Source: an optimization exercise on an open RTL-to-GDS flow (aim: small area, a short achievable clock period and few clock cycles per item). Production flows keep margins and buffers that such runs may drop. Function was checked by simulation only, so behaviour that the tests miss may differ from the original.

==> flow/design.v, too long to show whole: its modules and the start of the top module <==
// module otsu_threshold: 430 lines
// module otsu_mul_k: 175 lines
// module otsu_mul_hkd: 467 lines
// module otsu_mul_den: 225 lines
// module otsu_mul_sq: 315 lines
// module otsu_mul_x: 616 lines
// module otsu_diff_core: 213 lines
// module otsu_diff: 6 lines
module otsu_threshold (
    input  wire        clk,
    input  wire        rst,         
    input  wire        in_valid,
    output wire        in_ready,
    input  wire [31:0] in_data,
    input  wire        in_last,     
    input  wire [1:0]  in_count,    
    output wire        out_valid,
    input  wire        out_ready,
    output wire [7:0]  out_level
);
  // ...
==> flow/run.sh <==
#!/bin/bash
# synth_recipe.tcl (not shown) runs the flow's synth.tcl, then flattens the netlist and writes it again
# the make line also repeats each setting of config.mk as NAME=value (left out here)
make -C /OpenROAD-flow-scripts/flow DESIGN_CONFIG=/design/flow/config.mk WORK_HOME=/design/flow/orfs CLKGATE_MAP_FILE= SYNTH_SCRIPT=/design/flow/synth_recipe.tcl finish
==> flow/config.mk <==
export PLATFORM = sky130hd
export DESIGN_NAME = otsu_threshold
export DESIGN_NICKNAME = otsu_threshold
export VERILOG_FILES = /design/flow/design.v
export SDC_FILE = /design/flow/constraint.sdc
export NUM_CORES = 8
export LEC_CHECK = 0
export CAP_MARGIN = 20
export CORE_MARGIN = 2
export CORE_UTILIZATION = 30
export PLACE_DENSITY = 0.45
export SLEW_MARGIN = 20
==> flow/constraint.sdc <==
create_clock -name core_clock -period 45.0 [get_ports {clk}]
set_input_delay 9.0000 -clock core_clock [delete_from_list [all_inputs] [get_ports {clk}]]
set_output_delay 9.0000 -clock core_clock [all_outputs]
set_load 0.01 [all_outputs]
==> flow_summary.ini, run 1 <==
[status]
outcome = timing/DRC/antenna clean

[setup_path]
endpoint = b3[7]$_SDFFCE_PP0P_
r2r_slack_ps = 31120
cpMostUsedCell = fa_1
cp-start-kind = flip-flop
critPathMaxStageDelay_ps = 970

[drt]
viasPerCell = 5.900
postRouteWirelength_mm = 1527
top_layer_used = met5
drt-initial-drc-count = 32405
ant_nets = 0

[yosys]
syn_nets = 30511
avgSynthCellArea_sq_um = 9.610
synth-edff-count = 551
synthMuxAreaShare_pct = 1.543
yosys.area_share.simple_pct = 22.07
async_reset_ff_share_pct = 0

[layout]
fin_nets = 30726
reg_top3 = g_bin.q (2816), facc (70), ft (70)
syn2layout_area_growth_pct = 14.20
clkbuf_count = 651
largestClassByArea = multi-input combinational cells
seq_cells = 3468
sh_seq_area_pct = 26.51
regMostFlops = g_bin.q

[timing]
hold-worst-slack_ps = 363.2
finClkSkew_ps = 151.1

[min_path]
worstHoldStart = n3[2]$_DFFE_PP_

[die]
die_w_um = 912.5
n_tap_cell = 10887

[global_route]
grt_util_met2_pct = 49.31
grt_usage_pct = 35.36
grt_pass1_vias = 207087

[flow_run]
cap_viol_max_count = 0
Testbench counts, summed over its fixed seeds: cycles 48,963, images 64.
==> module otsu_threshold, before the edit <==
module otsu_threshold (
    input  wire        clk,
    input  wire        rst,         
    input  wire        in_valid,
    output wire        in_ready,
    input  wire [31:0] in_data,
    input  wire        in_last,     
    input  wire [1:0]  in_count,    
    output wire        out_valid,
    input  wire        out_ready,
    output wire [7:0]  out_level
);
    reg         w_valid;        
    reg  [31:0] w_data;
    reg         w_last;
    reg  [1:0]  w_cnt;
    reg         rdy;
    reg         rst_r;
    reg         scan;           
    reg         busy;           
    reg         ov;             
    reg  [7:0]  olvl;
    reg         fbusy;          
    assign in_ready  = rdy;
    assign out_valid = ov;
    assign out_level = olvl;
    wire        start_ok = ~busy & ~ov;
    wire        consume  = w_valid & ~scan & (~w_last | start_ok);
    wire        accept   = in_valid & rdy;
    wire        fin_last = consume & w_last;       
    wire [3:0]  lv;
    assign lv[0] = consume;
    assign lv[1] = consume & (~w_last | (w_cnt >= 2'd1));
    assign lv[2] = consume & (~w_last | (w_cnt >= 2'd2));
    assign lv[3] = consume & (~w_last | (w_cnt == 2'd3));
    wire [7:0]  px0 = w_data[7:0];
    wire [7:0]  px1 = w_data[15:8];
    wire [7:0]  px2 = w_data[23:16];
    wire [7:0]  px3 = w_data[31:24];
    reg  [15:0] hi0, hi1, hi2, hi3, lo0, lo1, lo2, lo3;
    integer k;
    integer j;
    always @(*) begin
        for (k = 0; k < 16; k = k + 1) begin
            hi0[k] = lv[0] & (px0[7:4] == k[3:0]);
            hi1[k] = lv[1] & (px1[7:4] == k[3:0]);
            hi2[k] = lv[2] & (px2[7:4] == k[3:0]);
            hi3[k] = lv[3] & (px3[7:4] == k[3:0]);
            lo0[k] = (px0[3:0] == k[3:0]);
            lo1[k] = (px1[3:0] == k[3:0]);
            lo2[k] = (px2[3:0] == k[3:0]);
            lo3[k] = (px3[3:0] == k[3:0]);
        end
    end
    wire [2:0]  npix = {2'd0, lv[0]} + {2'd0, lv[1]} + {2'd0, lv[2]} + {2'd0, lv[3]};
    wire [9:0]  psum = (lv[0] ? {2'd0, px0} : 10'd0) + (lv[1] ? {2'd0, px1} : 10'd0) +
                       (lv[2] ? {2'd0, px2} : 10'd0) + (lv[3] ? {2'd0, px3} : 10'd0);
    reg  [11:0] np;             
    reg  [19:0] sum;
    reg  [11:0] nps;            
    reg  [19:0] sums;
    wire [255:0]    nz;
    wire [256*11-1:0] binv;
    wire [255:0]    sel;
    wire [255:0]    cout;           
    wire [255:0]    bigv;
    reg             big_v;
    reg  [7:0]      big_t;
    wire [15:0]     big_hi, big_lo;
    wire            rd_en;
    generate
        for (gi = 0; gi < 16; gi = gi + 1) begin : g_bigdec
            assign big_hi[gi] = big_v & (big_t[7:4] == gi);
            assign big_lo[gi] = (big_t[3:0] == gi);
        end
    endgenerate
    genvar gi;
    generate
        for (gi = 0; gi < 256; gi = gi + 1) begin : g_bin
            reg  [10:0] q;
            wire [3:0]  m = {hi3[gi >> 4] & lo3[gi & 15], hi2[gi >> 4] & lo2[gi & 15],
                             hi1[gi >> 4] & lo1[gi & 15], hi0[gi >> 4] & lo0[gi & 15]};
            wire        s0a = q[0] ^ m[0] ^ m[1];
            wire        c0a = (q[0] & m[0]) | (q[0] & m[1]) | (m[0] & m[1]);
            wire        s0b = s0a ^ m[2] ^ m[3];
            wire        c0b = (s0a & m[2]) | (s0a & m[3]) | (m[2] & m[3]);
            wire        s1  = q[1] ^ c0a ^ c0b;
            wire        c1  = (q[1] & c0a) | (q[1] & c0b) | (c0a & c0b);
            wire [11:2] cy;
            wire [10:2] sh;
            assign cy[2] = c1;
            genvar gb;
            for (gb = 2; gb < 11; gb = gb + 1) begin : g_ha
                assign sh[gb]   = q[gb] ^ cy[gb];
                assign cy[gb+1] = q[gb] & cy[gb];
            end
            assign cout[gi] = cy[11];
            always @(posedge clk) begin
                if (rst_r | (rd_en & sel[gi]))
                    q <= 11'd0;
                else
                    q <= {sh, s1, s0b};
            end
            assign bigv[gi] = big_hi[gi >> 4] & big_lo[gi & 15];
            assign nz[gi] = (|q) | bigv[gi];
            assign binv[gi*11 +: 11] = q;
        end
    endgenerate
    reg  [7:0]  cout_t;
    always @(*) begin
        cout_t = 8'd0;
        for (j = 0; j < 256; j = j + 1)
            cout_t = cout_t | ({8{cout[j]}} & j[7:0]);
    end
    wire        cout_any = |cout;
    wire [15:0] gnz;
    wire [15:0] gpre;
    wire [255:0] lpre;
    generate
        for (gi = 0; gi < 16; gi = gi + 1) begin : g_grp
            assign gnz[gi] = |nz[gi*16 +: 16];
            if (gi == 0) begin : g0
                assign gpre[gi] = 1'b0;
            end else begin : gn
                assign gpre[gi] = |gnz[gi-1:0];
            end
        end
        for (gi = 0; gi < 256; gi = gi + 1) begin : g_sel
            if ((gi & 15) == 0) begin : l0
                assign lpre[gi] = 1'b0;
            end else begin : ln
                assign lpre[gi] = |nz[gi-1 : gi & ~15];
            end
            assign sel[gi] = nz[gi] & ~lpre[gi] & ~gpre[gi >> 4];
        end
    endgenerate
    wire        any = |gnz;
    reg  [10:0] rd_l;
    reg  [7:0]  rd_t;
    always @(*) begin
        rd_l = 11'd0;
        rd_t = 8'd0;
        for (j = 0; j < 256; j = j + 1) begin
            rd_l = rd_l | ({11{sel[j]}} & binv[j*11 +: 11]);
            rd_t = rd_t | ({8{sel[j]}} & j[7:0]);
        end
    end
    wire        rd_big = |(sel & bigv);
    wire [11:0] rd_h = {rd_big, rd_l};
    reg         kv;
    reg  [11:0] kh;
    reg  [7:0]  kt;
    reg         v1;
    reg  [11:0] h1;
    reg  [7:0]  t1;
    reg         v2, c2;
    reg  [11:0] h2;
    reg  [20:0] k2;             
    reg  [7:0]  t2;
    reg  [11:0] wb;             
    reg  [30:0] dacc;           
    reg         v3, c3, z3;
    reg  [7:0]  t3;
    reg  [29:0] a3;             
    reg  [4:0]  m3;             
    reg  [21:0] b3;             
    reg  [4:0]  n3;             
    reg         v4, c4, z4;
    reg  [29:0] a4;
    reg  [4:0]  m4;
    reg  [21:0] b4;
    reg  [4:0]  n4;
    reg  [21:0] q4;             
    reg         bz;             
    reg  [29:0] ba;
    reg  [4:0]  bm;
    reg  [21:0] bb;
    reg  [4:0]  bn;
    reg  [21:0] bq;
    reg  [7:0]  level;
    wire        adv;
    assign      rd_en = scan & ~fbusy & ~kv;
    wire        rd_v  = rd_en & any;
    wire [11:0] wbn   = wb + h1;
    wire        lastb = (wbn == nps);
    wire [20:0] kk;
    otsu_mul_k u_k (.a(nps), .b(t1), .s(sums), .p(kk));
    wire [30:0] dn;
    otsu_mul_hkd u_hkd (.h(h2), .k(k2), .d(dacc), .p(dn));
    wire [11:0] wf = nps - wb;
    wire [21:0] den;
    otsu_mul_den u_den (.a(wb), .b(wf), .p(den));
    wire [29:0] absd = dn[30] ? (~dn[29:0] + 30'd1) : dn[29:0];
    reg  [4:0]  msb_d;
    reg  [4:0]  msb_n;
    always @(*) begin
        msb_d = 5'd0;
        for (j = 0; j < 30; j = j + 1)
            if (absd[j]) msb_d = j[4:0];
        msb_n = 5'd0;
        for (j = 0; j < 22; j = j + 1)
            if (den[j]) msb_n = j[4:0];
    end
    wire [29:0] a_norm = absd << (5'd29 - msb_d);
    wire [21:0] b_norm = den << (5'd21 - msb_n);
    wire [29:0] sqp;
    otsu_mul_sq u_sq (.a(a3[29:8]), .p(sqp));
    wire [7:0]  ee = {2'b00, m4, 1'b0} - {2'b00, bm, 1'b0} + {3'b000, bn} - {3'b000, n4};
    wire [27:0] x0, x1, y0, y1;
    otsu_mul_x u_x (.a(q4), .b(bb), .r0(x0), .r1(x1));
    otsu_mul_x u_y (.a(bq), .b(b4), .r0(y0), .r1(y1));
    wire        e_hi = (ee >= 8'd4) & (ee < 8'd128);            
    wire        e_lo = (ee >= 8'd128) & (ee <= 8'd252);         
    wire [2:0]  esh  = ee[2:0] + 3'd3;                          
    wire [35:0] df;
    otsu_diff u_df (.x0(x0), .x1(x1), .y0(y0), .y1(y1), .sh(esh), .df(df));
    wire [9:0]  uu   = ({5'd0, bq[21:18]} + 10'd1) * ({5'd0, b4[21:18]} + 10'd1);
    wire        gt_m = ~df[35] & (uu[8] ? (|df[34:14]) : uu[7] ? (|df[34:13]) : uu[6] ? (|df[34:12]) : (|df[34:11]));
    wire        lt_m =  df[35] & (uu[8] ? ~(&df[34:14]) : uu[7] ? ~(&df[34:13]) : uu[6] ? ~(&df[34:12]) : ~(&df[34:11]));
    wire        gt   = e_hi | (~e_lo & gt_m);
    wire        lt   = e_lo | (~e_hi & lt_m);
    wire        dec      = v4 & ~fbusy;
    wire        cand     = dec & c4;
    wire        acc_fast = bz | (~z4 & gt);
    wire        unsure   = ~bz & ~z4 & ~gt & ~lt;
    wire        fin_img  = dec & ~c4;
    wire        fdone    = (fph == 3'd7);
    assign      adv      = ~(fbusy & ~fdone) & ~(cand & unsure);
    reg  [2:0]  fph;            
    reg  [4:0]  fcnt;
    reg  [69:0] ft;
    reg  [69:0] facc;
    wire [29:0] fa = a4;
    wire [21:0] fb = b4;
    wire [2:0]  fe = ee[2:0];   
    wire        fe_neg = fe[2];
    wire [1:0]  fe_mag = fe_neg ? (~fe[1:0] + 2'd1) : fe[1:0];
    wire [69:0] ft2    = {ft[68:0], 1'b0};
    always @(posedge clk) begin
        rst_r <= rst;
        if (rst) begin
            rdy <= 1'b0;
            ov  <= 1'b0;
        end else if (rst_r) begin
            rdy <= 1'b1;
            ov  <= 1'b0;
        end else begin
            rdy <= ~(accept | (w_valid & ~consume)) |
                   (~(fin_last | (scan & ~(rd_en & ~any))) & ~(accept ? in_last : w_last));
            if (fin_img) begin
                ov   <= 1'b1;
                olvl <= level;
            end else if (ov & out_ready)
                ov <= 1'b0;
        end
    end
    always @(posedge clk) begin
        if (rst_r) begin
            w_valid <= 1'b0;
            w_last  <= 1'b0;
            scan    <= 1'b0;
            busy    <= 1'b0;
            fbusy   <= 1'b0;
            kv      <= 1'b0;
            big_v   <= 1'b0;
            np      <= 12'd0;
            sum     <= 20'd0;
            v1 <= 1'b0; v2 <= 1'b0; v3 <= 1'b0; v4 <= 1'b0;
            wb      <= 12'd0;
            dacc    <= 31'd0;
            bz      <= 1'b1;
            level   <= 8'd0;
            fph     <= 3'd0;
        end else begin
            if (accept) begin
                w_data <= in_data;
                w_last <= in_last;
                w_cnt  <= in_count;
            end
            w_valid <= accept | (w_valid & ~consume);
            if (cout_any) begin
                big_v <= 1'b1;
                big_t <= cout_t;
            end else if (rd_en & rd_big)
                big_v <= 1'b0;
            if (fin_last) begin
                np   <= 12'd0;
                sum  <= 20'd0;
                nps  <= np + {9'd0, npix};
                sums <= sum + {10'd0, psum};
                scan <= 1'b1;
                busy <= 1'b1;
            end else if (consume) begin
                np   <= np + {9'd0, npix};
                sum  <= sum + {10'd0, psum};
            end
            if (rd_en & ~any)
                scan <= 1'b0;
            if (adv) begin
                v1 <= kv | rd_v;
                h1 <= kv ? kh : rd_h;
                t1 <= kv ? kt : rd_t;
                kv <= 1'b0;
                v2 <= v1;
                c2 <= v1 & ~lastb;
                h2 <= h1;
                k2 <= kk;
                t2 <= t1;
                if (v1)
                    wb <= lastb ? 12'd0 : wbn;
                v3 <= v2;
                c3 <= c2;
                t3 <= t2;
                z3 <= (absd == 30'd0);
                a3 <= a_norm;
                m3 <= msb_d;
                b3 <= b_norm;
                n3 <= msb_n;
                if (v2)
                    dacc <= c2 ? dn : 31'd0;
                v4 <= v3;
                c4 <= c3;
                z4 <= z3;
                a4 <= a3;
                m4 <= m3;
                b4 <= b3;
                n4 <= n3;
                q4 <= sqp[29:8];
            end else if (rd_v) begin
                kv <= 1'b1;
                kh <= rd_h;
                kt <= rd_t;
            end
            if (cand) begin
                if (acc_fast) begin
                    bz    <= z4;
                    ba    <= a4;
                    bm    <= m4;
                    bb    <= b4;
                    bn    <= n4;
                    bq    <= q4;
                    level <= t3 - 8'd1;
                end else if (unsure) begin
                    fbusy <= 1'b1;
                    fph   <= 3'd1;
                end
            end
            if (fin_img) begin
                busy  <= 1'b0;
                bz    <= 1'b1;
                level <= 8'd0;
            end
            case (fph)
                3'd0: begin
                    fcnt <= 5'd21;
                    ft   <= 70'd0;
                    facc <= 70'd0;
                end
                3'd1: begin                   
                    ft <= ft2 + (fb[fcnt] ? {40'd0, ba} : 70'd0);
                    if (fcnt == 5'd0) begin
                        fph  <= 3'd2;
                        fcnt <= 5'd0;
                    end else
                        fcnt <= fcnt - 5'd1;
                end
                3'd2: begin                   
                    if (fe_neg && (fcnt[1:0] != fe_mag)) begin
                        ft   <= ft2;
                        fcnt <= fcnt + 5'd1;
                    end else begin
                        fph  <= 3'd3;
                        fcnt <= 5'd0;
                    end
                end
                3'd3: begin                   
                    if (ba[fcnt])
                        facc <= facc - ft;
                    ft <= ft2;
                    if (fcnt == 5'd29) begin
                        fph  <= 3'd4;
                        fcnt <= 5'd21;
                        ft   <= 70'd0;
                    end else
                        fcnt <= fcnt + 5'd1;
                end
                3'd4: begin                   
                    ft <= ft2 + (bb[fcnt] ? {40'd0, fa} : 70'd0);
                    if (fcnt == 5'd0) begin
                        fph  <= 3'd5;
                        fcnt <= 5'd0;
                    end else
                        fcnt <= fcnt - 5'd1;
                end
                3'd5: begin                   
                    if (~fe_neg && (fcnt[1:0] != fe_mag)) begin
                        ft   <= ft2;
                        fcnt <= fcnt + 5'd1;
                    end else begin
                        fph  <= 3'd6;
                        fcnt <= 5'd0;
                    end
                end
                3'd6: begin                   
                    if (fa[fcnt])
                        facc <= facc + ft;
                    ft <= ft2;
                    if (fcnt == 5'd29)
                        fph <= 3'd7;
                    else
                        fcnt <= fcnt + 5'd1;
                end
                3'd7: begin                   
                    if (~facc[69]) begin
                        bz    <= 1'b0;
                        ba    <= a4;
                        bm    <= m4;
                        bb    <= b4;
                        bn    <= n4;
                        bq    <= q4;
                        level <= t3 - 8'd1;
                    end
                    fbusy <= 1'b0;
                    fph   <= 3'd0;
                end
                default: ;
            endcase
        end
    end
endmodule
==> module otsu_diff_core, before the edit <==
module otsu_diff_core (input wire [33:0] xs0, input wire [33:0] xs1, input wire [35:0] ys0, input wire [35:0] ys1, output wire [35:0] df);
    wire n1 = xs0[1] ^ xs1[1];
    wire n2 = xs0[1] & xs1[1];
    wire n3 = xs0[2] ^ xs1[2];
    wire n4 = xs0[2] & xs1[2];
    wire n5 = xs0[3] ^ xs1[3];
    wire n6 = xs0[3] & xs1[3];
    wire n7 = xs0[4] ^ xs1[4];
    wire n8 = xs0[4] & xs1[4];
    wire n9 = xs0[5] ^ xs1[5];
    wire n10 = xs0[5] & xs1[5];
    wire n11 = xs0[6] ^ xs1[6];
    wire n12 = xs0[6] & xs1[6];
    wire n13 = xs0[7] ^ xs1[7];
    wire n14 = xs0[7] & xs1[7];
    wire n15 = xs0[8] ^ xs1[8];
    wire n16 = xs0[8] & xs1[8];
    wire n17 = xs0[9] ^ xs1[9];
    wire n18 = xs0[9] & xs1[9];
    wire n19 = xs0[10] ^ xs1[10];
    wire n20 = xs0[10] & xs1[10];
    wire n21 = xs0[11] ^ xs1[11];
    wire n22 = xs0[11] & xs1[11];
    wire n23 = xs0[12] ^ xs1[12];
    wire n24 = xs0[12] & xs1[12];
    wire n25 = xs0[13] ^ xs1[13];
    wire n26 = xs0[13] & xs1[13];
    wire n27 = xs0[14] ^ xs1[14];
    wire n28 = xs0[14] & xs1[14];
    wire n29 = xs0[15] ^ xs1[15];
    wire n30 = xs0[15] & xs1[15];
    wire n31 = xs0[16] ^ xs1[16];
    wire n32 = xs0[16] & xs1[16];
    wire n33 = xs0[17] ^ xs1[17];
    wire n34 = xs0[17] & xs1[17];
    wire n35 = xs0[18] ^ xs1[18];
    wire n36 = xs0[18] & xs1[18];
    wire n37 = xs0[19] ^ xs1[19];
    wire n38 = xs0[19] & xs1[19];
    wire n39 = xs0[20] ^ xs1[20];
    wire n40 = xs0[20] & xs1[20];
    wire n41 = xs0[21] ^ xs1[21];
    wire n42 = xs0[21] & xs1[21];
    wire n43 = xs0[22] ^ xs1[22];
    wire n44 = xs0[22] & xs1[22];
    wire n45 = xs0[23] ^ xs1[23];
    wire n46 = xs0[23] & xs1[23];
    wire n47 = xs0[24] ^ xs1[24];
    wire n48 = xs0[24] & xs1[24];
    wire n49 = xs0[25] ^ xs1[25];
    wire n50 = xs0[25] & xs1[25];
    wire n51 = xs0[26] ^ xs1[26];
    wire n52 = xs0[26] & xs1[26];
    wire n53 = xs0[27] ^ xs1[27];
    wire n54 = xs0[27] & xs1[27];
    wire n55 = xs0[28] ^ xs1[28];
    wire n56 = xs0[28] & xs1[28];
    wire n57 = xs0[29] ^ xs1[29];
    wire n58 = xs0[29] & xs1[29];
    wire n59 = xs0[30] ^ xs1[30];
    wire n60 = xs0[30] & xs1[30];
    wire n61 = xs0[31] ^ xs1[31];
    wire n62 = xs0[31] & xs1[31];
    wire n63 = xs0[32] ^ xs1[32];
    wire n64 = xs0[32] & xs1[32];
    wire n65 = xs0[33] ^ xs1[33];
    wire n66 = xs0[33] & xs1[33];
    wire n67 = xs0[0] ^ xs1[0];
    wire n68 = xs0[0] & xs1[0];
    wire n69 = n1 ^ ~ys0[1] ^ ~ys1[1];
    wire n70 = (n1 & ~ys0[1]) | (n1 & ~ys1[1]) | (~ys0[1] & ~ys1[1]);
    wire n71 = n3 ^ ~ys0[2] ^ ~ys1[2];
    wire n72 = (n3 & ~ys0[2]) | (n3 & ~ys1[2]) | (~ys0[2] & ~ys1[2]);
    wire n73 = n5 ^ ~ys0[3] ^ ~ys1[3];
    wire n74 = (n5 & ~ys0[3]) | (n5 & ~ys1[3]) | (~ys0[3] & ~ys1[3]);
    wire n75 = n7 ^ ~ys0[4] ^ ~ys1[4];
    wire n76 = (n7 & ~ys0[4]) | (n7 & ~ys1[4]) | (~ys0[4] & ~ys1[4]);
    wire n77 = n9 ^ ~ys0[5] ^ ~ys1[5];
    wire n78 = (n9 & ~ys0[5]) | (n9 & ~ys1[5]) | (~ys0[5] & ~ys1[5]);
    wire n79 = n11 ^ ~ys0[6] ^ ~ys1[6];
    wire n80 = (n11 & ~ys0[6]) | (n11 & ~ys1[6]) | (~ys0[6] & ~ys1[6]);
    wire n81 = n13 ^ ~ys0[7] ^ ~ys1[7];
    wire n82 = (n13 & ~ys0[7]) | (n13 & ~ys1[7]) | (~ys0[7] & ~ys1[7]);
    wire n83 = n15 ^ ~ys0[8] ^ ~ys1[8];
    wire n84 = (n15 & ~ys0[8]) | (n15 & ~ys1[8]) | (~ys0[8] & ~ys1[8]);
    wire n85 = n17 ^ ~ys0[9] ^ ~ys1[9];
    wire n86 = (n17 & ~ys0[9]) | (n17 & ~ys1[9]) | (~ys0[9] & ~ys1[9]);
    wire n87 = n19 ^ ~ys0[10] ^ ~ys1[10];
    wire n88 = (n19 & ~ys0[10]) | (n19 & ~ys1[10]) | (~ys0[10] & ~ys1[10]);
    wire n89 = n21 ^ ~ys0[11] ^ ~ys1[11];
    wire n90 = (n21 & ~ys0[11]) | (n21 & ~ys1[11]) | (~ys0[11] & ~ys1[11]);
    wire n91 = n23 ^ ~ys0[12] ^ ~ys1[12];
    wire n92 = (n23 & ~ys0[12]) | (n23 & ~ys1[12]) | (~ys0[12] & ~ys1[12]);
    wire n93 = n25 ^ ~ys0[13] ^ ~ys1[13];
    wire n94 = (n25 & ~ys0[13]) | (n25 & ~ys1[13]) | (~ys0[13] & ~ys1[13]);
    wire n95 = n27 ^ ~ys0[14] ^ ~ys1[14];
    wire n96 = (n27 & ~ys0[14]) | (n27 & ~ys1[14]) | (~ys0[14] & ~ys1[14]);
    wire n97 = n29 ^ ~ys0[15] ^ ~ys1[15];
    wire n98 = (n29 & ~ys0[15]) | (n29 & ~ys1[15]) | (~ys0[15] & ~ys1[15]);
    wire n99 = n31 ^ ~ys0[16] ^ ~ys1[16];
    wire n100 = (n31 & ~ys0[16]) | (n31 & ~ys1[16]) | (~ys0[16] & ~ys1[16]);
    wire n101 = n33 ^ ~ys0[17] ^ ~ys1[17];
    wire n102 = (n33 & ~ys0[17]) | (n33 & ~ys1[17]) | (~ys0[17] & ~ys1[17]);
    wire n103 = n35 ^ ~ys0[18] ^ ~ys1[18];
    wire n104 = (n35 & ~ys0[18]) | (n35 & ~ys1[18]) | (~ys0[18] & ~ys1[18]);
    wire n105 = n37 ^ ~ys0[19] ^ ~ys1[19];
    wire n106 = (n37 & ~ys0[19]) | (n37 & ~ys1[19]) | (~ys0[19] & ~ys1[19]);
    wire n107 = n39 ^ ~ys0[20] ^ ~ys1[20];
    wire n108 = (n39 & ~ys0[20]) | (n39 & ~ys1[20]) | (~ys0[20] & ~ys1[20]);
    wire n109 = n41 ^ ~ys0[21] ^ ~ys1[21];
    wire n110 = (n41 & ~ys0[21]) | (n41 & ~ys1[21]) | (~ys0[21] & ~ys1[21]);
    wire n111 = n43 ^ ~ys0[22] ^ ~ys1[22];
    wire n112 = (n43 & ~ys0[22]) | (n43 & ~ys1[22]) | (~ys0[22] & ~ys1[22]);
    wire n113 = n45 ^ ~ys0[23] ^ ~ys1[23];
    wire n114 = (n45 & ~ys0[23]) | (n45 & ~ys1[23]) | (~ys0[23] & ~ys1[23]);
    wire n115 = n47 ^ ~ys0[24] ^ ~ys1[24];
    wire n116 = (n47 & ~ys0[24]) | (n47 & ~ys1[24]) | (~ys0[24] & ~ys1[24]);
    wire n117 = n49 ^ ~ys0[25] ^ ~ys1[25];
    wire n118 = (n49 & ~ys0[25]) | (n49 & ~ys1[25]) | (~ys0[25] & ~ys1[25]);
    wire n119 = n51 ^ ~ys0[26] ^ ~ys1[26];
    wire n120 = (n51 & ~ys0[26]) | (n51 & ~ys1[26]) | (~ys0[26] & ~ys1[26]);
    wire n121 = n53 ^ ~ys0[27] ^ ~ys1[27];
    wire n122 = (n53 & ~ys0[27]) | (n53 & ~ys1[27]) | (~ys0[27] & ~ys1[27]);
    wire n123 = n55 ^ ~ys0[28] ^ ~ys1[28];
    wire n124 = (n55 & ~ys0[28]) | (n55 & ~ys1[28]) | (~ys0[28] & ~ys1[28]);
    wire n125 = n57 ^ ~ys0[29] ^ ~ys1[29];
    wire n126 = (n57 & ~ys0[29]) | (n57 & ~ys1[29]) | (~ys0[29] & ~ys1[29]);
    wire n127 = n59 ^ ~ys0[30] ^ ~ys1[30];
    wire n128 = (n59 & ~ys0[30]) | (n59 & ~ys1[30]) | (~ys0[30] & ~ys1[30]);
    wire n129 = n61 ^ ~ys0[31] ^ ~ys1[31];
    wire n130 = (n61 & ~ys0[31]) | (n61 & ~ys1[31]) | (~ys0[31] & ~ys1[31]);
    wire n131 = n63 ^ ~ys0[32] ^ ~ys1[32];
    wire n132 = (n63 & ~ys0[32]) | (n63 & ~ys1[32]) | (~ys0[32] & ~ys1[32]);
    wire n133 = n65 ^ ~ys0[33] ^ ~ys1[33];
    wire n134 = (n65 & ~ys0[33]) | (n65 & ~ys1[33]) | (~ys0[33] & ~ys1[33]);
    wire n135 = ~ys0[34] ^ ~ys1[34];
    wire n136 = ~ys0[34] & ~ys1[34];
    wire n137 = n67 ^ ~ys0[0];
    wire n138 = n67 & ~ys0[0];
    wire n139 = n69 ^ 1'b1 ^ n68;
    wire n140 = (n69 & 1'b1) | (n69 & n68) | (1'b1 & n68);
    wire n141 = n71 ^ n2 ^ n70;
    wire n142 = (n71 & n2) | (n71 & n70) | (n2 & n70);
    wire n143 = n73 ^ n4 ^ n72;
    wire n144 = (n73 & n4) | (n73 & n72) | (n4 & n72);
    wire n145 = n75 ^ n6 ^ n74;
    wire n146 = (n75 & n6) | (n75 & n74) | (n6 & n74);
    wire n147 = n77 ^ n8 ^ n76;
    wire n148 = (n77 & n8) | (n77 & n76) | (n8 & n76);
    wire n149 = n79 ^ n10 ^ n78;
    wire n150 = (n79 & n10) | (n79 & n78) | (n10 & n78);
    wire n151 = n81 ^ n12 ^ n80;
    wire n152 = (n81 & n12) | (n81 & n80) | (n12 & n80);
    wire n153 = n83 ^ n14 ^ n82;
    wire n154 = (n83 & n14) | (n83 & n82) | (n14 & n82);
    wire n155 = n85 ^ n16 ^ n84;
    wire n156 = (n85 & n16) | (n85 & n84) | (n16 & n84);
    wire n157 = n87 ^ n18 ^ n86;
    wire n158 = (n87 & n18) | (n87 & n86) | (n18 & n86);
    wire n159 = n89 ^ n20 ^ n88;
    wire n160 = (n89 & n20) | (n89 & n88) | (n20 & n88);
    wire n161 = n91 ^ n22 ^ n90;
    wire n162 = (n91 & n22) | (n91 & n90) | (n22 & n90);
    wire n163 = n93 ^ n24 ^ n92;
    wire n164 = (n93 & n24) | (n93 & n92) | (n24 & n92);
    wire n165 = n95 ^ n26 ^ n94;
    wire n166 = (n95 & n26) | (n95 & n94) | (n26 & n94);
    wire n167 = n97 ^ n28 ^ n96;
    wire n168 = (n97 & n28) | (n97 & n96) | (n28 & n96);
    wire n169 = n99 ^ n30 ^ n98;
    wire n170 = (n99 & n30) | (n99 & n98) | (n30 & n98);
    wire n171 = n101 ^ n32 ^ n100;
    wire n172 = (n101 & n32) | (n101 & n100) | (n32 & n100);
    wire n173 = n103 ^ n34 ^ n102;
    wire n174 = (n103 & n34) | (n103 & n102) | (n34 & n102);
    wire n175 = n105 ^ n36 ^ n104;
    wire n176 = (n105 & n36) | (n105 & n104) | (n36 & n104);
    wire n177 = n107 ^ n38 ^ n106;
    wire n178 = (n107 & n38) | (n107 & n106) | (n38 & n106);
    wire n179 = n109 ^ n40 ^ n108;
    wire n180 = (n109 & n40) | (n109 & n108) | (n40 & n108);
    wire n181 = n111 ^ n42 ^ n110;
    wire n182 = (n111 & n42) | (n111 & n110) | (n42 & n110);
    wire n183 = n113 ^ n44 ^ n112;
    wire n184 = (n113 & n44) | (n113 & n112) | (n44 & n112);
    wire n185 = n115 ^ n46 ^ n114;
    wire n186 = (n115 & n46) | (n115 & n114) | (n46 & n114);
    wire n187 = n117 ^ n48 ^ n116;
    wire n188 = (n117 & n48) | (n117 & n116) | (n48 & n116);
    wire n189 = n119 ^ n50 ^ n118;
    wire n190 = (n119 & n50) | (n119 & n118) | (n50 & n118);
    wire n191 = n121 ^ n52 ^ n120;
    wire n192 = (n121 & n52) | (n121 & n120) | (n52 & n120);
    wire n193 = n123 ^ n54 ^ n122;
    wire n194 = (n123 & n54) | (n123 & n122) | (n54 & n122);
    wire n195 = n125 ^ n56 ^ n124;
    wire n196 = (n125 & n56) | (n125 & n124) | (n56 & n124);
    wire n197 = n127 ^ n58 ^ n126;
    wire n198 = (n127 & n58) | (n127 & n126) | (n58 & n126);
    wire n199 = n129 ^ n60 ^ n128;
    wire n200 = (n129 & n60) | (n129 & n128) | (n60 & n128);
    wire n201 = n131 ^ n62 ^ n130;
    wire n202 = (n131 & n62) | (n131 & n130) | (n62 & n130);
    wire n203 = n133 ^ n64 ^ n132;
    wire n204 = (n133 & n64) | (n133 & n132) | (n64 & n132);
    wire n205 = n135 ^ n66 ^ n134;
    wire n206 = (n135 & n66) | (n135 & n134) | (n66 & n134);
    wire n207 = ~ys0[35] ^ ~ys1[35] ^ n136;
    wire n208 = (~ys0[35] & ~ys1[35]) | (~ys0[35] & n136) | (~ys1[35] & n136);
    wire [35:0] r0 = {n207, n205, n203, n201, n199, n197, n195, n193, n191, n189, n187, n185, n183, n181, n179, n177, n175, n173, n171, n169, n167, n165, n163, n161, n159, n157, n155, n153, n151, n149, n147, n145, n143, n141, n139, n137};
    wire [35:0] r1 = {n206, n204, n202, n200, n198, n196, n194, n192, n190, n188, n186, n184, n182, n180, n178, n176, n174, n172, n170, n168, n166, n164, n162, n160, n158, n156, n154, n152, n150, n148, n146, n144, n142, n140, n138, ~ys1[0]};
    assign df = r0 + r1;
endmodule
==> module otsu_diff, before the edit <==
module otsu_diff (input wire [27:0] x0, input wire [27:0] x1, input wire [27:0] y0,
                  input wire [27:0] y1, input wire [2:0] sh, output wire [35:0] df);
    wire [33:0] xs0 = {6'd0, x0} << sh;
    wire [33:0] xs1 = {6'd0, x1} << sh;
    otsu_diff_core u_c (.xs0(xs0), .xs1(xs1), .ys0({5'd0, y0, 3'd0}), .ys1({5'd0, y1, 3'd0}), .df(df));
endmodule
==> inputs of run 2 (changes only) <==
--- a/flow/design.v
+++ b/flow/design.v
@@ -158,26 +158,39 @@
     reg  [20:0] k2;             
     reg  [7:0]  t2;
     reg  [11:0] wb;             
+    reg  [11:0] wf;             
     reg  [30:0] dacc;           
     reg         v3, c3, z3;
     reg  [7:0]  t3;
-    reg  [29:0] a3;             
+    reg  [29:0] d3;             
     reg  [4:0]  m3;             
-    reg  [21:0] b3;             
-    reg  [4:0]  n3;             
+    reg  [21:0] den3;           
     reg         v4, c4, z4;
     reg  [29:0] a4;
     reg  [4:0]  m4;
     reg  [21:0] b4;
     reg  [4:0]  n4;
     reg  [21:0] q4;             
-    reg         bz;             
-    reg  [29:0] ba;
-    reg  [4:0]  bm;
-    reg  [21:0] bb;
-    reg  [4:0]  bn;
-    reg  [21:0] bq;
-    reg  [7:0]  level;
+    reg         st4;            
+    reg         tog;
+    reg         v5, c5, z5, mg5, st5;
+    reg  [29:0] a5;
+    reg  [4:0]  m5;
+    reg  [21:0] b5;
+    reg  [4:0]  n5;
+    reg  [21:0] q5;
+    reg  [7:0]  lv5;            
+    reg  [35:0] d0, d1;         
+    reg         ehi5, elo5;
+    reg  [2:0]  esh5;
+    reg  [1:0]  ks5;            
+    reg  [1:0]  bz;             
+    reg  [29:0] ba0, ba1;
+    reg  [4:0]  bm0, bm1;
+    reg  [21:0] bb0, bb1;
+    reg  [4:0]  bn0, bn1;
+    reg  [21:0] bq0, bq1;
+    reg  [7:0]  lvl0, lvl1;
     wire        adv;
     assign      rd_en = scan & ~fbusy & ~kv;
     wire        rd_v  = rd_en & any;
@@ -187,7 +200,6 @@
     otsu_mul_k u_k (.a(nps), .b(t1), .s(sums), .p(kk));
     wire [30:0] dn;
     otsu_mul_hkd u_hkd (.h(h2), .k(k2), .d(dacc), .p(dn));
-    wire [11:0] wf = nps - wb;
     wire [21:0] den;
     otsu_mul_den u_den (.a(wb), .b(wf), .p(den));
     wire [29:0] absd = dn[30] ? (~dn[29:0] + 30'd1) : dn[29:0];
@@ -199,40 +211,65 @@
             if (absd[j]) msb_d = j[4:0];
         msb_n = 5'd0;
         for (j = 0; j < 22; j = j + 1)
-            if (den[j]) msb_n = j[4:0];
+            if (den3[j]) msb_n = j[4:0];
     end
-    wire [29:0] a_norm = absd << (5'd29 - msb_d);
-    wire [21:0] b_norm = den << (5'd21 - msb_n);
+    wire [29:0] a_norm = d3 << (5'd29 - m3);
+    wire [21:0] b_norm = den3 << (5'd21 - msb_n);
     wire [29:0] sqp;
-    otsu_mul_sq u_sq (.a(a3[29:8]), .p(sqp));
-    wire [7:0]  ee = {2'b00, m4, 1'b0} - {2'b00, bm, 1'b0} + {3'b000, bn} - {3'b000, n4};
+    otsu_mul_sq u_sq (.a(a_norm[29:8]), .p(sqp));
+    wire        mg_now = v5 & ~c5 & ~mg5 & ~fbusy;
+    wire        hsel    = (lvl1 > lvl0);
+    wire        s4     = mg_now ? ~hsel : st4;          
+    wire        cz     = mg_now ? bz[hsel] : z4;
+    wire [29:0] ca     = mg_now ? (hsel ? ba1 : ba0) : a4;
+    wire [4:0]  cm     = mg_now ? (hsel ? bm1 : bm0) : m4;
+    wire [21:0] cb     = mg_now ? (hsel ? bb1 : bb0) : b4;
+    wire [4:0]  cn     = mg_now ? (hsel ? bn1 : bn0) : n4;
+    wire [21:0] cq     = mg_now ? (hsel ? bq1 : bq0) : q4;
+    wire [7:0]  cl     = mg_now ? (hsel ? lvl1 : lvl0) : (t3 - 8'd1);
+    wire [4:0]  sbm    = s4 ? bm1 : bm0;
+    wire [21:0] sbb    = s4 ? bb1 : bb0;
+    wire [4:0]  sbn    = s4 ? bn1 : bn0;
+    wire [21:0] sbq    = s4 ? bq1 : bq0;
+    wire [7:0]  ee = {2'b00, cm, 1'b0} - {2'b00, sbm, 1'b0} + {3'b000, sbn} - {3'b000, cn};
     wire [27:0] x0, x1, y0, y1;
-    otsu_mul_x u_x (.a(q4), .b(bb), .r0(x0), .r1(x1));
-    otsu_mul_x u_y (.a(bq), .b(b4), .r0(y0), .r1(y1));
+    otsu_mul_x u_x (.a(cq), .b(sbb), .r0(x0), .r1(x1));
+    otsu_mul_x u_y (.a(sbq), .b(cb), .r0(y0), .r1(y1));
     wire        e_hi = (ee >= 8'd4) & (ee < 8'd128);            
     wire        e_lo = (ee >= 8'd128) & (ee <= 8'd252);         
     wire [2:0]  esh  = ee[2:0] + 3'd3;                          
-    wire [35:0] df;
-    otsu_diff u_df (.x0(x0), .x1(x1), .y0(y0), .y1(y1), .sh(esh), .df(df));
-    wire [9:0]  uu   = ({5'd0, bq[21:18]} + 10'd1) * ({5'd0, b4[21:18]} + 10'd1);
-    wire        gt_m = ~df[35] & (uu[8] ? (|df[34:14]) : uu[7] ? (|df[34:13]) : uu[6] ? (|df[34:12]) : (|df[34:11]));
-    wire        lt_m =  df[35] & (uu[8] ? ~(&df[34:14]) : uu[7] ? ~(&df[34:13]) : uu[6] ? ~(&df[34:12]) : ~(&df[34:11]));
-    wire        gt   = e_hi | (~e_lo & gt_m);
-    wire        lt   = e_lo | (~e_hi & lt_m);
-    wire        dec      = v4 & ~fbusy;
-    wire        cand     = dec & c4;
-    wire        acc_fast = bz | (~z4 & gt);
-    wire        unsure   = ~bz & ~z4 & ~gt & ~lt;
-    wire        fin_img  = dec & ~c4;
+    wire [35:0] dd0, dd1;
+    otsu_diff u_df (.x0(x0), .x1(x1), .y0(y0), .y1(y1), .sh(esh), .d0(dd0), .d1(dd1));
+    wire [9:0]  uu   = ({5'd0, sbq[21:18]} + 10'd1) * ({5'd0, cb[21:18]} + 10'd1);
+    wire [1:0]  ks   = uu[8] ? 2'd3 : uu[7] ? 2'd2 : uu[6] ? 2'd1 : 2'd0;
+    wire [35:0] df   = d0 + d1;
+    wire        gt_m = ~df[35] & (ks5 == 2'd3 ? (|df[34:14]) : ks5 == 2'd2 ? (|df[34:13]) :
+                                  ks5 == 2'd1 ? (|df[34:12]) : (|df[34:11]));
+    wire        lt_m =  df[35] & (ks5 == 2'd3 ? ~(&df[34:14]) : ks5 == 2'd2 ? ~(&df[34:13]) :
+                                  ks5 == 2'd1 ? ~(&df[34:12]) : ~(&df[34:11]));
+    wire        gt   = ehi5 | (~elo5 & gt_m);
+    wire        lt   = elo5 | (~ehi5 & lt_m);
+    wire        bzs  = bz[st5];
+    wire [29:0] ba   = st5 ? ba1 : ba0;
+    wire [21:0] bb   = st5 ? bb1 : bb0;
+    wire [7:0]  lvs  = st5 ? lvl1 : lvl0;
+    wire        dec      = v5 & ~fbusy;
+    wire        cand     = dec & c5;
+    wire        acc_fast = bzs | (~z5 & gt);
+    wire        unsure   = ~bzs & ~z5 & ~gt & ~lt;
     wire        fdone    = (fph == 3'd7);
+    wire        facc_ok  = ~facc[69];
+    wire        fin_img  = mg5 & ((cand & ~unsure) | fdone);
+    wire        fin_acc  = fdone ? facc_ok : acc_fast;
+    wire [7:0]  fin_lvl  = fin_acc ? lv5 : lvs;
     assign      adv      = ~(fbusy & ~fdone) & ~(cand & unsure);
     reg  [2:0]  fph;            
     reg  [4:0]  fcnt;
     reg  [69:0] ft;
     reg  [69:0] facc;
-    wire [29:0] fa = a4;
-    wire [21:0] fb = b4;
-    wire [2:0]  fe = ee[2:0];   
+    wire [29:0] fa = a5;
+    wire [21:0] fb = b5;
+    wire [2:0]  fe = esh5 - 3'd3;   
     wire        fe_neg = fe[2];
     wire [1:0]  fe_mag = fe_neg ? (~fe[1:0] + 2'd1) : fe[1:0];
     wire [69:0] ft2    = {ft[68:0], 1'b0};
@@ -249,7 +286,7 @@
                    (~(fin_last | (scan & ~(rd_en & ~any))) & ~(accept ? in_last : w_last));
             if (fin_img) begin
                 ov   <= 1'b1;
-                olvl <= level;
+                olvl <= fin_lvl;
             end else if (ov & out_ready)
                 ov <= 1'b0;
         end
@@ -265,11 +302,13 @@
             big_v   <= 1'b0;
             np      <= 12'd0;
             sum     <= 20'd0;
-            v1 <= 1'b0; v2 <= 1'b0; v3 <= 1'b0; v4 <= 1'b0;
+            v1 <= 1'b0; v2 <= 1'b0; v3 <= 1'b0; v4 <= 1'b0; v5 <= 1'b0;
             wb      <= 12'd0;
             dacc    <= 31'd0;
-            bz      <= 1'b1;
-            level   <= 8'd0;
+            bz      <= 2'b11;
+            lvl0    <= 8'd0;
+            lvl1    <= 8'd0;
+            tog     <= 1'b0;
             fph     <= 3'd0;
         end else begin
             if (accept) begin
@@ -306,49 +345,71 @@
                 h2 <= h1;
                 k2 <= kk;
                 t2 <= t1;
-                if (v1)
+                if (v1) begin
                     wb <= lastb ? 12'd0 : wbn;
+                    wf <= nps - wbn;
+                end
                 v3 <= v2;
                 c3 <= c2;
                 t3 <= t2;
                 z3 <= (absd == 30'd0);
-                a3 <= a_norm;
+                d3 <= absd;
                 m3 <= msb_d;
-                b3 <= b_norm;
-                n3 <= msb_n;
+                den3 <= den;
                 if (v2)
                     dacc <= c2 ? dn : 31'd0;
                 v4 <= v3;
                 c4 <= c3;
+                if (v3 & c3) begin
+                    st4 <= tog;
+                    tog <= ~tog;
+                end
                 z4 <= z3;
-                a4 <= a3;
+                a4 <= a_norm;
                 m4 <= m3;
-                b4 <= b3;
-                n4 <= n3;
+                b4 <= b_norm;
+                n4 <= msb_n;
                 q4 <= sqp[29:8];
+                v5   <= v4 | mg_now;
+                c5   <= c4 | mg_now;
+                mg5  <= mg_now;
+                st5  <= s4;
+                z5   <= cz;
+                a5   <= ca;
+                m5   <= cm;
+                b5   <= cb;
+                n5   <= cn;
+                q5   <= cq;
+                lv5  <= cl;
+                d0   <= dd0;
+                d1   <= dd1;
+                ehi5 <= e_hi;
+                elo5 <= e_lo;
+                esh5 <= esh;
+                ks5  <= ks;
             end else if (rd_v) begin
                 kv <= 1'b1;
                 kh <= rd_h;
                 kt <= rd_t;
             end
-            if (cand) begin
-                if (acc_fast) begin
-                    bz    <= z4;
-                    ba    <= a4;
-                    bm    <= m4;
-                    bb    <= b4;
-                    bn    <= n4;
-                    bq    <= q4;
-                    level <= t3 - 8'd1;
-                end else if (unsure) begin
-                    fbusy <= 1'b1;
-                    fph   <= 3'd1;
+            if (cand & ~unsure & acc_fast) begin
+                bz[st5] <= z5;
+                if (st5) begin
+                    ba1 <= a5; bm1 <= m5; bb1 <= b5; bn1 <= n5; bq1 <= q5; lvl1 <= lv5;
+                end else begin
+                    ba0 <= a5; bm0 <= m5; bb0 <= b5; bn0 <= n5; bq0 <= q5; lvl0 <= lv5;
                 end
             end
+            if (cand & unsure) begin
+                fbusy <= 1'b1;
+                fph   <= 3'd1;
+            end
             if (fin_img) begin
-                busy  <= 1'b0;
-                bz    <= 1'b1;
-                level <= 8'd0;
+                busy <= 1'b0;
+                bz   <= 2'b11;
+                lvl0 <= 8'd0;
+                lvl1 <= 8'd0;
+                tog  <= 1'b0;
             end
             case (fph)
                 3'd0: begin
@@ -411,14 +472,13 @@
                         fcnt <= fcnt + 5'd1;
                 end
                 3'd7: begin                   
-                    if (~facc[69]) begin
-                        bz    <= 1'b0;
-                        ba    <= a4;
-                        bm    <= m4;
-                        bb    <= b4;
-                        bn    <= n4;
-                        bq    <= q4;
-                        level <= t3 - 8'd1;
+                    if (facc_ok & ~mg5) begin
+                        bz[st5] <= 1'b0;
+                        if (st5) begin
+                            ba1 <= a5; bm1 <= m5; bb1 <= b5; bn1 <= n5; bq1 <= q5; lvl1 <= lv5;
+                        end else begin
+                            ba0 <= a5; bm0 <= m5; bb0 <= b5; bn0 <= n5; bq0 <= q5; lvl0 <= lv5;
+                        end
                     end
                     fbusy <= 1'b0;
                     fph   <= 3'd0;
@@ -2226,7 +2286,7 @@
     assign r0 = {1'b0, (a[21] & b[21]), n611, n609, n607, n605, n603, n601, n599, n597, n595, n593, n591, n589, n587, n585, n583, n581, n579, n577, n575, n573, n571, n569, n567, n565, n563, n561};
     assign r1 = {1'b0, n612, n610, n608, n606, n604, n602, n600, n598, n596, n594, n592, n590, n588, n586, n584, n582, n580, n578, n576, n574, n572, n570, n568, n566, n564, n562, (a[16] & b[0])};
 endmodule
-module otsu_diff_core (input wire [33:0] xs0, input wire [33:0] xs1, input wire [35:0] ys0, input wire [35:0] ys1, output wire [35:0] df);
+module otsu_diff_core (input wire [33:0] xs0, input wire [33:0] xs1, input wire [35:0] ys0, input wire [35:0] ys1, output wire [35:0] r0, output wire [35:0] r1);
     wire n1 = xs0[1] ^ xs1[1];
     wire n2 = xs0[1] & xs1[1];
     wire n3 = xs0[2] ^ xs1[2];
@@ -2435,13 +2495,12 @@
     wire n206 = (n135 & n66) | (n135 & n134) | (n66 & n134);
     wire n207 = ~ys0[35] ^ ~ys1[35] ^ n136;
     wire n208 = (~ys0[35] & ~ys1[35]) | (~ys0[35] & n136) | (~ys1[35] & n136);
-    wire [35:0] r0 = {n207, n205, n203, n201, n199, n197, n195, n193, n191, n189, n187, n185, n183, n181, n179, n177, n175, n173, n171, n169, n167, n165, n163, n161, n159, n157, n155, n153, n151, n149, n147, n145, n143, n141, n139, n137};
-    wire [35:0] r1 = {n206, n204, n202, n200, n198, n196, n194, n192, n190, n188, n186, n184, n182, n180, n178, n176, n174, n172, n170, n168, n166, n164, n162, n160, n158, n156, n154, n152, n150, n148, n146, n144, n142, n140, n138, ~ys1[0]};
-    assign df = r0 + r1;
+    assign r0 = {n207, n205, n203, n201, n199, n197, n195, n193, n191, n189, n187, n185, n183, n181, n179, n177, n175, n173, n171, n169, n167, n165, n163, n161, n159, n157, n155, n153, n151, n149, n147, n145, n143, n141, n139, n137};
+    assign r1 = {n206, n204, n202, n200, n198, n196, n194, n192, n190, n188, n186, n184, n182, n180, n178, n176, n174, n172, n170, n168, n166, n164, n162, n160, n158, n156, n154, n152, n150, n148, n146, n144, n142, n140, n138, ~ys1[0]};
 endmodule
 module otsu_diff (input wire [27:0] x0, input wire [27:0] x1, input wire [27:0] y0,
-                  input wire [27:0] y1, input wire [2:0] sh, output wire [35:0] df);
+                  input wire [27:0] y1, input wire [2:0] sh, output wire [35:0] d0, output wire [35:0] d1);
     wire [33:0] xs0 = {6'd0, x0} << sh;
     wire [33:0] xs1 = {6'd0, x1} << sh;
-    otsu_diff_core u_c (.xs0(xs0), .xs1(xs1), .ys0({5'd0, y0, 3'd0}), .ys1({5'd0, y1, 3'd0}), .df(df));
+    otsu_diff_core u_c (.xs0(xs0), .xs1(xs1), .ys0({5'd0, y0, 3'd0}), .ys1({5'd0, y1, 3'd0}), .r0(d0), .r1(d1));
 endmodule
==> flow/flow/run.sh (new file) <==
#!/bin/bash
set -e
export BUFFER_PORTS_ARGS="-buffer_cell sky130_fd_sc_hd__buf_4"
bash standard.sh > standard.log 2>&1
==> flow/standard.sh (new file) <==
#!/bin/bash
# synth_recipe.tcl (not shown) runs the flow's synth.tcl, then flattens the netlist and writes it again
# the make line also repeats each setting of config.mk as NAME=value (left out here)
make -C /OpenROAD-flow-scripts/flow DESIGN_CONFIG=/design/flow/config.mk WORK_HOME=/design/flow/orfs CLKGATE_MAP_FILE= SYNTH_SCRIPT=/design/flow/synth_recipe.tcl "${@:-finish}"
removed: flow/run.sh
==> flow_summary.ini, run 2 <==
[status]
outcome = complete, but fails checks
violations = capacitance limit, slew limit

[yosys]
yosysMostFrequentCell = dfxtp_1
synth.top_cells.by_count = dfxtp_1, and2_1, ha_1
ys_types = 120
yosys-top-cells-area = dfxtp_1, fa_1, ha_1
synth_area_sq_mm = 0.2589
yosysSeqAreaShare_pct = 32.11
async_reset_ff_share_pct = 0
ys_ff_latch = 3744
synth.top_cell.area_share_pct = 22.64
synthFlopType = dfxtp_1
yosysWarnings = 1
syn_nets = 31478
avgSynthCellArea_sq_um = 9.688
synth-edff-count = 816
synth_top_cell_by_area = dfxtp_1
synthCells = 26723

[global_route]
antenna_found_initial = 487
grt_usage_pct = 41.20
grt_pass1_vias = 221329
gr-total-overflow = 0
grt_pass1_wl_mm = 2354
grt_max_degree = 79

[timing]
worstMarginPinSlew_ps = 1512
finalHoldViolations = 0
final.setup.tns_ps = 0
drv_slew = 2
period_minus_slack_ps = 11600
clock.fmax_mhz = 86.20
rsz0062_at_grt = no
setup_ws_ps = 33400
slew_headroom_pct = -1.760
finClkSkew_ps = 196.6
setup_viol = 0
post-route-period-util_pct = 25.78

[setup_path]
cp-start-kind = flip-flop
cp_top_family = simple AND/OR/NAND/NOR gates
worstRegToRegCells = 21
cp.arrival_ps = 12520
critPathMaxStageDelay_ps = 1290
critPathKind = flip-flop to flip-flop
crit_buf_inv = 6
r2r-start = big_t[3]$_DFFE_PP_
reg2reg_to = h1[10]$_DFFE_PP_
worst-endpoint-required_ps = 45920
crit_cells = 21
r2r_slack_ps = 33400
cpMostUsedCell = buf_4
critPathCaptureType = flip-flop
crit_chain = buf_4, nor2b_1, buf_4, and3_2, buf_4, a21oi_1, nand4_1, buf_4, or4_1, nor4_2, buf_4, and2_1, a2111oi_0, nand4_1, nor3_1, nand4_1, a2111oi_1, buf_4, and3_1, nand3_1, mux2_2
crit_fanout = 31
cp_slowest_cell = a2111oi_1

[die]
die_w_um = 932.9
die_area_sq_mm = 0.8704
core_sq_mm = 0.8610
ioPinCount = 49
start_util_pct = 30.07
die_y_um = 932.9
row_count = 341

[drt]
drcViolationCount = 0
vias = 239523
ant_nets = 0
postRouteWirelength_mm = 1856
dr.pass1.iters = 13
drt-initial-drc-count = 35829
viasPerCell = 6.048
wl_per_cell_um = 46.86

[cts]
cts_tree = built
cts_made_buffers = 478
clkLatencyLatePin_ps = 1250
clock-sinks = 3744
clk_pin_slew_worst_paths_ps = 60
cts_resized = 0
cts_root_buffer = clkbuf_16
clock_path_buffers = 4
htreeDepth = 5
post_cts_buffers = 0
hold_buffers = 0

[min_path]
holdPathStages = 0
worstHoldStart = t2[7]$_DFFE_PP_
worstHoldEndpoint = t3[7]$_DFFE_PP_
hold_path_class = flip-flop to flip-flop

[layout]
final_common_cell = dfxtp_1
multi_input_area_sq_mm = 0.1649
regMostFlops = g_bin.q
reg_top3 = g_bin.q (2816), facc (70), ft (70)
syn2layout_area_growth_pct = 15.69
layout-drive-gt1-share_pct = 11.16
fin_area_sq_mm = 0.2995
final-seq-area_sq_mm = 0.08312
largest_register_ffs = 2816
fin_nets = 31985
fillCellCount = 88489
final_util_pct = 34.79
final_cell_mix = dfxtp_1, and2_1, ha_1, inv_1, fa_1

[placement]
placed_cell_area_sq_mm = 0.2816
place.gp.congestion = 1.168
pre_cts_ws_ps = 34610
dp_hpwl_mm = 1523
io_buffer_count = 48

[flow_run]
cap_viol_max_count = 1
-- run 2: cell count changes in the layout (fill, tap and decap cells not counted), moves of 110 or more --
cell      previous run  this run
nor2_1            1131      1834
nand2_1           1741      1922
edfxtp_1           551       816
and2_1            3422      2774
inv_1             2350      2460
mux2i_1            141       271
buf_4              969      1275
-- run 2: worst reg2reg max path, stage by stage, from the launching register on --
cell and delay (ps):
edfxtp_1 370, buf_4 270, nor2b_1 870, buf_4 400, and3_2 660, buf_4 480
a21oi_1 220, nand4_1 140, buf_4 410, or4_1 510, nor4_2 100, buf_4 320
and2_1 430, a2111oi_0 1040, nand4_1 650, nor3_1 880, nand4_1 1090, a2111oi_1 1300
buf_4 320, and3_1 200, nand3_1 260, mux2_2 390
-- run 2: final cells by class --
type / count / share of cell area (%)
Antenna cell: 455 / 0.3802
Clock buffer: 691 / 4.630
Clock inverter: 215 / 0.8923
Inverter: 2463 / 3.089
Multi-Input combinational cell: 19224 / 55.04
Sequential cell: 3744 / 27.75
Tap cell: 11490 / 4.800
Timing Repair Buffer: 1319 / 3.411
-- run 2: worst max-delay path by stage --
| stage | from | end | slack (ps) |
|---|---|---|---|
| floorplan | d0[12]$_DFFE_PP_ | dacc[13]$_SDFFE_PP0P_ | 23650 |
| global placement | big_t[3]$_DFFE_PP_ | h1[8]$_DFFE_PP_ | 32620 |
| detailed placement | big_t[3]$_DFFE_PP_ | h1[2]$_DFFE_PP_ | 34610 |
| CTS | rdy$_SDFF_PP0_ | in_ready | 34140 |
| global route | rdy$_SDFF_PP0_ | in_ready | 34170 |
| finish | big_t[3]$_DFFE_PP_ | h1[10]$_DFFE_PP_ | 33400 |
-- run 2: routing by layer --
layer  up-vias  GRT usage [%]  wire [um]
met4       116          32.74     172300
met1    123264          51.56     732800
met3      4874          16.53     223700
met2     17613          55.61     726200
li1      93656              -          -
met5         -       0.005447        867
-- run 2: cell families (layout without fill, tap and decap cells) --
| family | Yosys count | in the layout | synth area share (%) |
|---|---|---|---|
| muxes | 524 | 524 | 2.557 |
| adders and majority gates | 4716 | 4716 | 28.57 |
| buffers and inverters | 3755 | 4688 | 5.545 |
| xor gates and xnor gates | 378 | 378 | 1.279 |
| AOI/OAI and AO/OA | 3247 | 3247 | 8.786 |
| DFF | 3744 | 3744 | 32.11 |
| and+or+nand+nor | 10359 | 10359 | 21.16 |
| other | 0 | 455 | 0 |
-- run 2: through the flow --
stage                     hold WS [ps]  cells
after floorplan                  400.3  26723
after global placement           408.4  38191
after detailed placement         407.5  38234
after CTS                        421.8  39140
after global routing             437.3  39247
final                            423.5  39601
==> inputs of run 3 (changes only) <==
--- a/flow/design.v
+++ b/flow/design.v
@@ -135,6 +135,7 @@
         end
     endgenerate
     wire        any = |gnz;
+    wire        any_rest = |(nz & ~sel);       
     reg  [10:0] rd_l;
     reg  [7:0]  rd_t;
     always @(*) begin
@@ -217,8 +218,9 @@
     wire [21:0] b_norm = den3 << (5'd21 - msb_n);
     wire [29:0] sqp;
     otsu_mul_sq u_sq (.a(a_norm[29:8]), .p(sqp));
-    wire        mg_now = v5 & ~c5 & ~mg5 & ~fbusy;
-    wire        hsel    = (lvl1 > lvl0);
+    reg         mgp;            
+    reg         hsel;           
+    wire        mg_now = mgp;
     wire        s4     = mg_now ? ~hsel : st4;          
     wire        cz     = mg_now ? bz[hsel] : z4;
     wire [29:0] ca     = mg_now ? (hsel ? ba1 : ba0) : a4;
@@ -283,7 +285,7 @@
             ov  <= 1'b0;
         end else begin
             rdy <= ~(accept | (w_valid & ~consume)) |
-                   (~(fin_last | (scan & ~(rd_en & ~any))) & ~(accept ? in_last : w_last));
+                   (~(fin_last | (scan & ~(rd_en & ~any_rest))) & ~(accept ? in_last : w_last));
             if (fin_img) begin
                 ov   <= 1'b1;
                 olvl <= fin_lvl;
@@ -309,6 +311,7 @@
             lvl0    <= 8'd0;
             lvl1    <= 8'd0;
             tog     <= 1'b0;
+            mgp     <= 1'b0;
             fph     <= 3'd0;
         end else begin
             if (accept) begin
@@ -333,7 +336,7 @@
                 np   <= np + {9'd0, npix};
                 sum  <= sum + {10'd0, psum};
             end
-            if (rd_en & ~any)
+            if (rd_en & ~any_rest)
                 scan <= 1'b0;
             if (adv) begin
                 v1 <= kv | rd_v;
@@ -400,6 +403,8 @@
                     ba0 <= a5; bm0 <= m5; bb0 <= b5; bn0 <= n5; bq0 <= q5; lvl0 <= lv5;
                 end
             end
+            hsel <= (lvl1 > lvl0);
+            mgp  <= v5 & ~c5 & ~mg5 & ~fbusy;
             if (cand & unsure) begin
                 fbusy <= 1'b1;
                 fph   <= 3'd1;
==> flow/run.sh (new file) <==
#!/bin/bash
# synth_recipe.tcl (not shown) runs the flow's synth.tcl, then flattens the netlist and writes it again
# the make line also repeats each setting of config.mk as NAME=value (left out here)
make -C /OpenROAD-flow-scripts/flow DESIGN_CONFIG=/design/flow/config.mk WORK_HOME=/design/flow/orfs CLKGATE_MAP_FILE= SYNTH_SCRIPT=/design/flow/synth_recipe.tcl finish
--- a/flow/config.mk
+++ b/flow/config.mk
@@ -5,8 +5,8 @@
 export SDC_FILE = /design/flow/constraint.sdc
 export NUM_CORES = 8
 export LEC_CHECK = 0
-export CAP_MARGIN = 20
+export CAP_MARGIN = 35
 export CORE_MARGIN = 2
 export CORE_UTILIZATION = 30
 export PLACE_DENSITY = 0.45
-export SLEW_MARGIN = 20
+export SLEW_MARGIN = 35
removed: flow/flow/run.sh
removed: flow/standard.sh
==> flow_summary.ini, run 3 <==
[status]
outcome = timing/DRC/antenna clean

[cts]
cts_root_buffer = clkbuf_16
clock_path_buffers = 4
post_cts_buffers = 0
clkLatencyLatePin_ps = 1220
clock-sinks = 3746
cts_tree = built
hold_buffers = 0
htreeDepth = 5
clk_pin_slew_worst_paths_ps = 70
cts_resized = 0
cts_made_buffers = 468

[global_route]
grt_usage_pct = 42.73
grt_max_degree = 107
gr-total-overflow = 0
antenna_found_initial = 537
grt_pass1_vias = 223618
grt_pass1_wl_mm = 2430

[setup_path]
cp-start-kind = flip-flop
critPathKind = flip-flop to flip-flop
r2r-start = big_t[1]$_DFFE_PP_
r2r_slack_ps = 33710
reg2reg_to = h1[5]$_DFFE_PP_
worst-endpoint-required_ps = 45960
crit_fanout = 27
worstRegToRegCells = 21
critPathCaptureType = flip-flop
cp.arrival_ps = 12240

[min_path]
worstHoldEndpoint = z4$_DFFE_PP_
holdPathStages = 0
hold_path_class = flip-flop to flip-flop
worstHoldStart = z3$_DFFE_PP_

[die]
start_util_pct = 30.05
die_w_um = 935.4
row_count = 342
die_area_sq_mm = 0.8750
ioPinCount = 49
die_y_um = 935.4
core_sq_mm = 0.8661

[timing]
finClkSkew_ps = 167.0
finalHoldViolations = 0
final.setup.tns_ps = 0
setup_viol = 0
post-route-period-util_pct = 25.09
setup_ws_ps = 33710
worstMarginPinSlew_ps = 1276
period_minus_slack_ps = 11290
rsz0062_at_grt = no
drv_slew = 0
clock.fmax_mhz = 88.58
slew_headroom_pct = 14.30

[yosys]
yosysMostFrequentCell = dfxtp_1
yosysSeqAreaShare_pct = 31.96
yosys-top-cells-area = dfxtp_1, fa_1, ha_1
yosysWarnings = 1
avgSynthCellArea_sq_um = 9.718
synth_top_cell_by_area = dfxtp_1
synth.top_cell.area_share_pct = 22.53
synthCells = 26783
async_reset_ff_share_pct = 0
synthFlopType = dfxtp_1
synth-edff-count = 817
synth_area_sq_mm = 0.2603
ys_ff_latch = 3746
syn_nets = 31538
synth.top_cells.by_count = dfxtp_1, and2_1, ha_1
ys_types = 106

[layout]
regMostFlops = g_bin.q
fin_area_sq_mm = 0.3036
final_util_pct = 35.05
largest_register_ffs = 2816
final-seq-area_sq_mm = 0.08319
syn2layout_area_growth_pct = 16.63
fin_cells = 39981
multi_input_area_sq_mm = 0.1676
reg_top3 = g_bin.q (2816), facc (70), ft (70)
layout-drive-gt1-share_pct = 12.05
final_cell_mix = dfxtp_1, and2_1, ha_1, inv_1, fa_1
final_common_cell = dfxtp_1
fin_nets = 32159
fillCellCount = 88527

[drt]
viasPerCell = 6.221
wl_per_cell_um = 48.39
dr.pass1.iters = 13
postRouteWirelength_mm = 1935
drcViolationCount = 0
ant_nets = 0
vias = 248712
drt-initial-drc-count = 39864

[placement]
place.gp.congestion = 1.205
pre_cts_ws_ps = 34170
io_buffer_count = 48
dp_cells = 38432
placed_cell_area_sq_mm = 0.2854
dp_hpwl_mm = 1572

[flow_run]
cap_viol_max_count = 0
[run 3: worst max-delay path, stage by stage, from the launching register on]
cell      delay (ps)
edfxtp_1         870
nand2_1          400
nor3_2           810
buf_4            450
buf_4            390
a21oi_1          210
and4_1           380
and3_1           390
nand4_1          240
buf_4            360
or3_4            410
buf_4            620
buf_4            670
buf_4            640
nor4_2           250
buf_4            280
a222oi_1         830
nand4_1          850
nor4_1           570
nand4_1          260
or4_1            630
mux2_2           290
[run 3: worst max path at each step]
stage / slack, ps / end / from / cells after the start
floorplan: 24120 / a4[0]$_SDFFCE_PN0P_ / d0[7]$_DFFE_PP_ / 16
global placement: 33320 / h1[6]$_DFFE_PP_ / big_t[1]$_DFFE_PP_ / 21
detailed placement: 34170 / w_data[18]$_DFFE_PP_ / in_valid / 4
CTS: 33790 / in_ready / rdy$_SDFF_PP0_ / 1
global route: 33840 / in_ready / rdy$_SDFF_PP0_ / 1
finish: 33710 / h1[5]$_DFFE_PP_ / big_t[1]$_DFFE_PP_ / 21
[run 3: layer usage]
| layer | part of all wire [%] | global-route usage (%) |
|---|---|---|
| met1 | 38 | 51.34 |
| met2 | 38 | 56.00 |
| met3 | 13 | 20.24 |
| met4 | 10 | 37.81 |
| met5 | 0.11 | 0.9696 |
[run 3: layout make-up]
| cell class | count | share of cell area [%] |
|---|---|---|
| Clock buffer | 686 | 4.459 |
| Antenna cell | 648 | 0.5342 |
| Multi-Input combinational cell | 19313 | 55.20 |
| Timing Repair Buffer | 1451 | 3.832 |
| Sequential cell | 3746 | 27.40 |
| Clock inverter | 189 | 0.8169 |
| Inverter | 2424 | 3.000 |
| Tap cell | 11524 | 4.750 |
[run 3: stage by stage]
stage	hold slack, ps
after global routing	459.7
after global placement	429.0
after floorplan	400.3
after CTS	452.9
after detailed placement	434.4
final	444.0
[run 3: kinds of logic after synthesis]
family / share of synthesized area [%]
muxes: 2.989
and+or+nand+nor: 20.90
adders and majority gates: 28.45
DFF: 31.96
xor gates and xnor gates: 1.215
AOI/OAI and AO/OA: 9.071
buffers and inverters: 5.423
Testbench counts of run 3, summed over its fixed seeds: cycles 49,038, images 64.

-- separate check: timing with driven ports --
No port has a modelled driver above. Below, the same layouts with a new extraction and two added sets of constraints.
Step 1: set_driving_cell puts a clkbuf_16 on clk and a buf_2 on each other input, an assumption about the parent block.
Step 2 times the ports against the registers' clock, not the clock port: input delays grow and output delays shrink by t, the midpoint of the rising clock arrivals with the driver on.
Three values: no drivers, after step 1, after step 2; two values: the first two.
| run | shift t [ns] | setup WS [ns] | pins driven straight from the clock port |
|---|---|---|---|
| run 1 | 1.266 | 31.116 / 31.116 / 31.116 | 1 |
| run 2 | 1.294 | 33.398 / 33.398 / 33.398 | 1 |
| run 3 | 1.294 | 33.710 / 33.710 / 33.710 | 1 |
